From an optimization exercise on the open Yosys and OpenROAD flow, aimed at small area, a short achievable clock period and few clock cycles per item; shortcuts taken in it are not production practice. Only simulation tests tie the RTL to the original design; equivalence was not proved. Power and IR drop assume default switching activity.

==> flow/design.v <==
module erf_crc0 (
    input  wire        clk,
    input  wire        rst,
    input  wire        in_valid,
    output wire        in_ready,
    input  wire [1:0]  in_op,
    input  wire [15:0] in_data,
    output reg         out_valid,
    input  wire        out_ready,
    output reg  [15:0] out_crc
);
    localparam [1:0] OP_BUILD  = 2'd0;
    localparam [1:0] OP_SEED   = 2'd1;
    localparam [1:0] OP_BYTE   = 2'd2;
    localparam [1:0] OP_FINISH = 2'd3;
    function [15:0] crc_byte;
        input [15:0] poly;
        input [15:0] crc;
        input [7:0]  b;
        reg   [15:0] c;
        integer      n;
        begin
            c = crc ^ {b, 8'h00};
            for (n = 0; n < 8; n = n + 1)
                c = c[15] ? ({c[14:0], 1'b0} ^ poly) : {c[14:0], 1'b0};
            crc_byte = c;
        end
    endfunction
    reg [15:0] poly;
    reg [15:0] seed;
    reg [15:0] crc_run;
    reg        s_valid;
    reg [1:0]  s_op;
    reg [7:0]  s_byte;
    reg        pending;
    assign in_ready = !pending;
    wire accept   = in_valid && !pending;
    wire exec     = s_valid && !pending;
    wire out_free = !out_valid || out_ready;
    wire [15:0] crc_next = crc_byte(poly, crc_run, s_byte);
    always @(posedge clk) begin
        if (accept && in_op == OP_BUILD)
            poly <= in_data;
        if (accept) begin
            s_op   <= in_op;
            s_byte <= in_data[7:0];
        end
    end
    always @(posedge clk) begin
        if (rst) begin
            seed      <= 16'h0000;
            crc_run   <= 16'h0000;
            s_valid   <= 1'b0;
            pending   <= 1'b0;
            out_valid <= 1'b0;
        end else begin
            if (accept && in_op == OP_SEED)
                seed <= in_data;
            if (accept)
                s_valid <= 1'b1;
            else if (exec)
                s_valid <= 1'b0;
            if (out_valid && out_ready)
                out_valid <= 1'b0;
            if (pending) begin
                if (out_ready) begin
                    out_crc   <= crc_run;
                    out_valid <= 1'b1;
                    crc_run   <= seed;
                    pending   <= 1'b0;
                end
            end else if (exec) begin
                case (s_op)
                    OP_BYTE:   crc_run <= crc_next;
                    OP_FINISH: begin
                        if (out_free) begin
                            out_crc   <= crc_run;
                            out_valid <= 1'b1;
                            crc_run   <= seed;
                        end else begin
                            pending   <= 1'b1;
                        end
                    end
                    default:   crc_run <= seed;
                endcase
            end
        end
    end
endmodule
clock: 8.0 ns
lec_check: 0
cap_margin: 20
core_margin: 2
core_utilization: 40
place_density: 0.6
setup_slack_margin: 4
slew_margin: 20
synth_memory_max_bits: 8192
run.sh (not shown) runs the stock make flow with config.mk's settings and CLKGATE_MAP_FILE= SYNTH_SCRIPT=/design/flow/synth_recipe.tcl, a recipe that flattens the netlist after the stock synthesis.
The first run finished clean.
Testbench counts at the start, summed over its fixed seeds: cycles 20,129, bytes 18,751.
Change:
- SETUP_SLACK_MARGIN: 4 -> not set
Effect: Sequential power barely changes. Global-route usage is lower by 0.47 points. Hold slack barely changes. Synthesized cell count stays the same. Routed wire length falls by a few percent.
Change:
- SETUP_SLACK_MARGIN: not set -> 5
- The new run ran to the end with no violations
- critical path depth rose by 3
- utilization rose by 4.2 points
- worst hold slack got worse by 0.0045 ns
- sequential power stays flat
- clock skew rose by 0.0070 ns
- setup slack improved by 0.84 ns
- non-clock buffer count rose by 27
- die area does not change

========
erf_crc0, a different RTL version from the one above (not shown whole).
Size in the first run: ~560 cells after synthesis, roughly 85 flip-flops, roughly 40 I/O pins, about 5000 um2 of cells after synthesis.
==> flow/config.mk <==
export PLATFORM = sky130hd
export DESIGN_NAME = erf_crc0
export DESIGN_NICKNAME = erf_crc0
export VERILOG_FILES = /design/flow/design.v
export SDC_FILE = /design/flow/constraint.sdc
export NUM_CORES = 4
export LEC_CHECK = 0
export CAP_MARGIN = 20
export CORE_MARGIN = 2
export CORE_UTILIZATION = 40
export PLACE_DENSITY = 0.6
export SLEW_MARGIN = 20
export SYNTH_MEMORY_MAX_BITS = 8192
export TNS_END_PERCENT = 0
==> flow/constraint.sdc <==
create_clock -name core_clock -period 8.0 [get_ports {clk}]
set_input_delay 1.6000 -clock core_clock [delete_from_list [all_inputs] [get_ports {clk}]]
set_output_delay 1.6000 -clock core_clock [all_outputs]
set_load 0.01 [all_outputs]
standard.sh (not shown) runs the stock make flow with config.mk's settings and CLKGATE_MAP_FILE= SYNTH_SCRIPT=/design/flow/synth_recipe.tcl, a recipe that flattens the netlist after the stock synthesis.
==> flow/flow/run.sh <==
#!/bin/bash
# The standard layout (the standard.sh, unchanged synthesis) with three
# changes to how ORFS builds it:
#   - port buffers use buf_1 instead of the default clkdlybuf4s50_1
#   - clock tree synthesis without dummy loads, with clkbuf_4/clkbuf_8
#     and clusters of up to 30 sinks
set -euo pipefail
export SETUP_SLACK_MARGIN=5.5
export BUFFER_PORTS_ARGS="-buffer_cell sky130_fd_sc_hd__buf_1"
export CTS_ARGS="-sink_clustering_enable -repair_clock_nets -dont_use_dummy_load -buf_list {sky130_fd_sc_hd__clkbuf_4 sky130_fd_sc_hd__clkbuf_8} -sink_clustering_size 30"
bash standard.sh > standard.log 2>&1
Testbench counts at the start, summed over its fixed seeds: cycles 20,140, bytes 18,751.
Next try:
Settings changed: CORE_UTILIZATION 40 to 30, PLACE_DENSITY 0.6 to 0.5, TNS_END_PERCENT 0 to default.
After rerunning: Area after synthesis is unchanged. Wire length increases by 7.4%. Global-route usage came out lower by 4.1 points. Worst setup slack degrades by 0.027 ns. Synthesized cell count is unchanged. Clock power rises by about 3%. Total power rises by 5.0%. Die area went up by 32%.
Next try:
Settings changed: CORE_UTILIZATION 30 to 40, PLACE_DENSITY 0.5 to 0.6.
The changed run completed without violations.
Synthesized cell count does not change.
Combinational power came out lower by about 4%.
Wire length came out lower by 8.1%.
Synthesized area stays the same.
Total power came out lower by 2.7%.
Next try:
Settings changed: CORE_UTILIZATION 40 to 55, PLACE_DENSITY 0.6 to 0.7.
The changed run finished with timing, DRC and antenna clean.
Final cell count fell by a little under a tenth.
Worst setup slack is worse by 0.0069 ns.
Synthesized area is unchanged.
Clock skew shrinks by 0.0076 ns.
Wire length goes down by a few percent.
Utilization came out higher by 16 points.
Total power barely changes.
Maximum frequency hardly moves.

========
run 1:
Another version of the RTL of erf_crc0 (not shown whole).
Size: roughly 85 flip-flops, about 40 I/O pins.
Settings: LEC_CHECK=0, CAP_MARGIN=20, CORE_MARGIN=2, CORE_UTILIZATION=40, PLACE_DENSITY=0.6, SLEW_MARGIN=20, SYNTH_MEMORY_MAX_BITS=8192; clock period 8.0 ns.
==> flow/flow/run.sh <==
#!/bin/bash
# The standard layout (the standard.sh, unchanged synthesis) with three
# changes to how ORFS builds it:
#   - port buffers use buf_1 instead of the default clkdlybuf4s50_1
#   - clock tree synthesis without dummy loads, with clkbuf_16
#     and clusters of up to 100 sinks
set -euo pipefail
export SETUP_SLACK_MARGIN=5.4
export BUFFER_PORTS_ARGS="-buffer_cell sky130_fd_sc_hd__buf_1"
export CTS_ARGS="-sink_clustering_enable -repair_clock_nets -dont_use_dummy_load -buf_list {sky130_fd_sc_hd__clkbuf_16} -sink_clustering_size 100 -sink_clustering_max_diameter 500"
bash standard.sh > standard.log 2>&1
Testbench counts of run 1, summed over its fixed seeds: cycles 20,151, bytes 18,751.
What run 2 does differently from run 1 at the input level:
Settings: changing CORE_UTILIZATION from 40 to 65; changing PLACE_DENSITY from 0.6 to 0.8.
==> flow/flow/run.sh <==
#!/bin/bash
# The standard layout (the standard.sh, unchanged synthesis) with three
# changes to how ORFS builds it:
#   - port buffers use buf_1 instead of the default clkdlybuf4s50_1
#   - clock tree synthesis without dummy loads, with clkbuf_4/clkbuf_8
#     and clusters of up to 30 sinks
set -euo pipefail
export SETUP_SLACK_MARGIN=5.4
export BUFFER_PORTS_ARGS="-buffer_cell sky130_fd_sc_hd__buf_1"
export CTS_ARGS="-sink_clustering_enable -repair_clock_nets -dont_use_dummy_load -buf_list {sky130_fd_sc_hd__clkbuf_4 sky130_fd_sc_hd__clkbuf_8} -sink_clustering_size 30"
bash standard.sh > standard.log 2>&1
### Flow results
Re floorplan core area: run 2 is about 40% down on run 1. Run 2 against run 1: mux share of post-synthesis cell area held, non-clock buffer count went up about 5%. Run 2 vs. run 1: global-route wire length before repair went down 5.3%, sum of net half-perimeters after detailed placement saw a decrease. Run 2 vs. run 1: clock-pin slew of the registers on the worst-case setup and hold paths shows an increase of 30 ps, number of filler cells placed in the layout lost about 55%, total of endpoints with negative setup slack in the final report did not really move, tightest hold margin moved down. Startpoint of the most critical setup path: s_x[6] -> run 1, hq[2] -> run 2. Run 2 vs run 1 — clock network power dropped 30%.
## Diff of input files: run 3 against run 2
Settings: CORE_UTILIZATION changed from 65 to 40; PLACE_DENSITY changed from 0.8 to 0.6.
diff --git a/flow/flow/run.sh b/flow/flow/run.sh
--- a/flow/flow/run.sh
+++ b/flow/flow/run.sh
@@ -6,5 +6,5 @@
 #     and clusters of up to 30 sinks
 set -euo pipefail
-export SETUP_SLACK_MARGIN=5.4
+export SETUP_SLACK_MARGIN=5
 export BUFFER_PORTS_ARGS="-buffer_cell sky130_fd_sc_hd__buf_1"
 export CTS_ARGS="-sink_clustering_enable -repair_clock_nets -dont_use_dummy_load -buf_list {sky130_fd_sc_hd__clkbuf_4 sky130_fd_sc_hd__clkbuf_8} -sink_clustering_size 30"
### Flow results
Run 3 reports its launching element of the worst setup path as s_x[6] while run 2 reports hq[2].
Of run 3 and run 2, it is run 3 that has the lower number of buffers inserted by post-CTS setup repair.
[diff] pre-CTS setup slack, run 3 relative to run 2: regression
Diff run 2..run 3 | adder and majority cell fraction of the synthesized area | unchanged
Run 3 packs its core looser than run 2.
Run 2 → run 3: count of mapped cells out of synthesis comparable; sequential power now larger.
Changes observed in run 3 relative to run 2: layout-stage area growth over the synthesis result lower; die area increased by about 60% relative to the old numbers; maximum cell stage delay along the critical path increased by 100 ps relative to the old numbers.
Modified inputs, run 4 compared to run 3
diff --git a/flow/flow/run.sh b/flow/flow/run.sh
--- a/flow/flow/run.sh
+++ b/flow/flow/run.sh
@@ -6,5 +6,5 @@
 #     and clusters of up to 30 sinks
 set -euo pipefail
-export SETUP_SLACK_MARGIN=5
+export SETUP_SLACK_MARGIN=5.4
 export BUFFER_PORTS_ARGS="-buffer_cell sky130_fd_sc_hd__buf_1"
 export CTS_ARGS="-sink_clustering_enable -repair_clock_nets -dont_use_dummy_load -buf_list {sky130_fd_sc_hd__clkbuf_4 sky130_fd_sc_hd__clkbuf_8} -sink_clustering_size 30"
Hold slack: run 4 vs run 3, no meaningful difference. Run 3 → run 4: layout overhead on the synthesized area went up, pre-CTS setup slack -89 ps. Going from run 3 to run 4, non-clock buffer count increased by about 27% relative to the old numbers; post-synthesis instance area closely matched the old numbers; sequential fraction of total cell area decreased by 1.2 points relative to the old numbers.

========
erf_crc0, a different RTL version from the one above (not shown whole).
Size: about 540 cells after synthesis, ~85 flip-flops, ~40 I/O pins.
Settings: LEC_CHECK=0, CAP_MARGIN=20, CORE_MARGIN=2, CORE_UTILIZATION=55, PLACE_DENSITY=0.7, SLEW_MARGIN=20, SYNTH_MEMORY_MAX_BITS=8192; clock period 8.0 ns.
==> flow/flow/run.sh <==
#!/bin/bash
# The standard layout (the standard.sh, unchanged synthesis) with four
# changes to how ORFS builds it:
#   - port buffers use buf_1 instead of the default clkdlybuf4s50_1
#   - clock tree synthesis without dummy loads, with clkbuf_4/clkbuf_8
#     and clusters of up to 30 sinks
#   - setup repair only resizes and swaps pins (no new buffers or clones)
set -euo pipefail
export SETUP_SLACK_MARGIN=5.5
export SETUP_MOVE_SEQUENCE="unbuffer,sizeup,swap"
export BUFFER_PORTS_ARGS="-buffer_cell sky130_fd_sc_hd__buf_1"
export CTS_ARGS="-sink_clustering_enable -repair_clock_nets -dont_use_dummy_load -buf_list {sky130_fd_sc_hd__clkbuf_4 sky130_fd_sc_hd__clkbuf_8} -sink_clustering_size 30"
bash standard.sh > standard.log 2>&1
Testbench counts at the start, summed over its fixed seeds: cycles 20,140, bytes 18,751.
Next try:
--- a/flow/flow/run.sh
+++ b/flow/flow/run.sh
@@ -1,3 +1,3 @@
 #!/bin/bash
-# The standard layout (the standard.sh, unchanged synthesis) with four
+# The standard layout (the standard.sh, unchanged synthesis) with three
 # changes to how ORFS builds it:
@@ -6,6 +6,4 @@
 #     and clusters of up to 30 sinks
-#   - setup repair only resizes and swaps pins (no new buffers or clones)
 set -euo pipefail
-export SETUP_SLACK_MARGIN=5.5
-export SETUP_MOVE_SEQUENCE="unbuffer,sizeup,swap"
+export SETUP_SLACK_MARGIN=5.4
 export BUFFER_PORTS_ARGS="-buffer_cell sky130_fd_sc_hd__buf_1"
CORE_UTILIZATION = 40   (was 55)
PLACE_DENSITY = 0.6   (was 0.7)
After rerunning: The changed run produced a clean layout; design area went up slightly; worst setup slack got worse by 63 ps; clock skew went up by 14 ps; die area went up by a quarter to a third; total power hardly moves; maximum frequency went down by a few percent; combinational power barely changes; first-iteration DRC count went up by about a fifth; sequential power is about the same; area after synthesis stays the same; wire length went up by a few percent.
Next try:
--- a/flow/flow/run.sh
+++ b/flow/flow/run.sh
@@ -1,3 +1,3 @@
 #!/bin/bash
-# The standard layout (the standard.sh, unchanged synthesis) with three
+# The standard layout (the standard.sh, unchanged synthesis) with four
 # changes to how ORFS builds it:
@@ -6,4 +6,6 @@
 #     and clusters of up to 30 sinks
+#   - setup repair only resizes and swaps pins (no new buffers or clones)
 set -euo pipefail
-export SETUP_SLACK_MARGIN=5.4
+export SETUP_SLACK_MARGIN=5.6
+export SETUP_MOVE_SEQUENCE="unbuffer,sizeup,swap"
 export BUFFER_PORTS_ARGS="-buffer_cell sky130_fd_sc_hd__buf_1"
CORE_UTILIZATION = 55   (was 40)
PLACE_DENSITY = 0.7   (was 0.6)
Effect: The changed run produced a clean layout. Sequential cell count is unchanged. Final area goes up by 0.47%. Wire length goes down by 0.63%. Synthesized area does not change. Sequential power goes up by about 1%. Power barely changes. Global-route usage goes up by 6.5 points. Core utilization goes up by 17 points. Critical path depth is unchanged. Combinational power goes down by about 0.8%.
Next try:
--- a/flow/flow/run.sh
+++ b/flow/flow/run.sh
@@ -8,3 +8,3 @@
 set -euo pipefail
-export SETUP_SLACK_MARGIN=5.6
+export SETUP_SLACK_MARGIN=5.5
 export SETUP_MOVE_SEQUENCE="unbuffer,sizeup,swap"
CORE_UTILIZATION = 40   (was 55)
PLACE_DENSITY = 0.6   (was 0.7)
First-iteration DRC count decreases by 2.2%.
Sequential cell count does not change.
Utilization falls by 17 points.
Global-route usage drops by 6.2 points.
Area after synthesis is unchanged.
Final cell count increases by 5.9%.
Via count stays flat.
Design area went down by 0.45%.
Clock power hardly moves.
Next try:
--- a/flow/flow/run.sh
+++ b/flow/flow/run.sh
@@ -1,3 +1,3 @@
 #!/bin/bash
-# The standard layout (the standard.sh, unchanged synthesis) with four
+# The standard layout (the standard.sh, unchanged synthesis) with three
 # changes to how ORFS builds it:
@@ -6,6 +6,4 @@
 #     and clusters of up to 30 sinks
-#   - setup repair only resizes and swaps pins (no new buffers or clones)
 set -euo pipefail
 export SETUP_SLACK_MARGIN=5.5
-export SETUP_MOVE_SEQUENCE="unbuffer,sizeup,swap"
 export BUFFER_PORTS_ARGS="-buffer_cell sky130_fd_sc_hd__buf_1"
CORE_UTILIZATION = 55   (was 40)
PLACE_DENSITY = 0.7   (was 0.6)
Effect: Utilization grows by 17 points. Via count grows by 0.47%. Sequential power hardly moves. Final cell count drops by 3.6%. Clock skew is lower by 15 ps. Global-route usage increases by 5.2 points. Design area came out higher by 0.52%. Area after synthesis stays the same. Sequential cell count does not change. Die area fell by 26%.
Next try:
--- a/flow/flow/run.sh
+++ b/flow/flow/run.sh
@@ -1,3 +1,3 @@
 #!/bin/bash
-# The standard layout (the standard.sh, unchanged synthesis) with three
+# The standard layout (the standard.sh, unchanged synthesis) with four
 # changes to how ORFS builds it:
@@ -6,4 +6,6 @@
 #     and clusters of up to 30 sinks
+#   - setup repair only resizes and swaps pins (no new buffers or clones)
 set -euo pipefail
 export SETUP_SLACK_MARGIN=5.5
+export SETUP_MOVE_SEQUENCE="unbuffer,sizeup,swap"
 export BUFFER_PORTS_ARGS="-buffer_cell sky130_fd_sc_hd__buf_1"
CORE_UTILIZATION = 65   (was 55)
PLACE_DENSITY = 0.8   (was 0.7)
Outcome: Via count rises by 1.0%; cell area went down by 2.0%; final cell count falls by 3.2%; core utilization increases by 11 points; clock-buffer cell count does not change; worst setup slack degrades by 12 ps; global-route usage is higher by 4.1 points.

-- static timing again, ports no longer ideal --
No port has a modelled driver above. Below, the same layouts with a new extraction and two added sets of constraints.
Step 1: set_driving_cell puts a clkbuf_16 on clk and a buf_2 on each other input, an assumption about the parent block.
Step 2 times the ports against the registers' clock, not the clock port: input delays grow and output delays shrink by t, the midpoint of the rising clock arrivals with the driver on.
Slacks: ideal / step 1 / step 2; pairs: ideal / step 1.
run | shift t [ns] | setup WS [ns] | worst slew at a driven data input, ns
the first run of note 1 | 0.375 | 4.208 / 4.208 / 4.208 | 0.04
the second run of note 1 | 0.378 | 3.464 / 3.464 / 3.464 | 0.04
the third run of note 1 | 0.375 | 4.308 / 4.308 / 4.308 | 0.04
the first run of note 2 | 0.395 | 5.482 / 5.447 / 5.099 | 0.03
the second run of note 2 | 0.406 | 5.455 / 5.418 / 5.214 | 0.03
the third run of note 2 | 0.378 | 5.534 / 5.500 / 5.230 | 0.03
the fourth run of note 2 | 0.379 | 5.527 / 5.494 / 5.223 | 0.03
run 1 | 0.364 | 5.511 / 5.488 / 5.269 | 0.03
run 2 | 0.390 | 5.367 / 5.367 / 5.193 | 0.03
run 3 | 0.387 | 5.188 / 5.188 / 5.095 | 0.04
run 4 | 0.376 | 5.497 / 5.467 / 5.258 | 0.03
the first run of note 4 | 0.384 | 5.524 / 5.492 / 5.175 | 0.04
the second run of note 4 | 0.373 | 5.461 / 5.428 / 5.213 | 0.03
the third run of note 4 | 0.384 | 5.520 / 5.484 / 5.206 | 0.05
the fourth run of note 4 | 0.389 | 5.494 / 5.459 / 5.159 | 0.04
the fifth run of note 4 | 0.383 | 5.525 / 5.494 / 5.195 | 0.03
the sixth run of note 4 | 0.387 | 5.513 / 5.482 / 5.191 | 0.03
After both steps setup and hold are still met in every run listed. For the first run of note 2, which loses most, drivers alone change the setup slack by -0.035 ns; drivers and shift together by -0.383 ns.
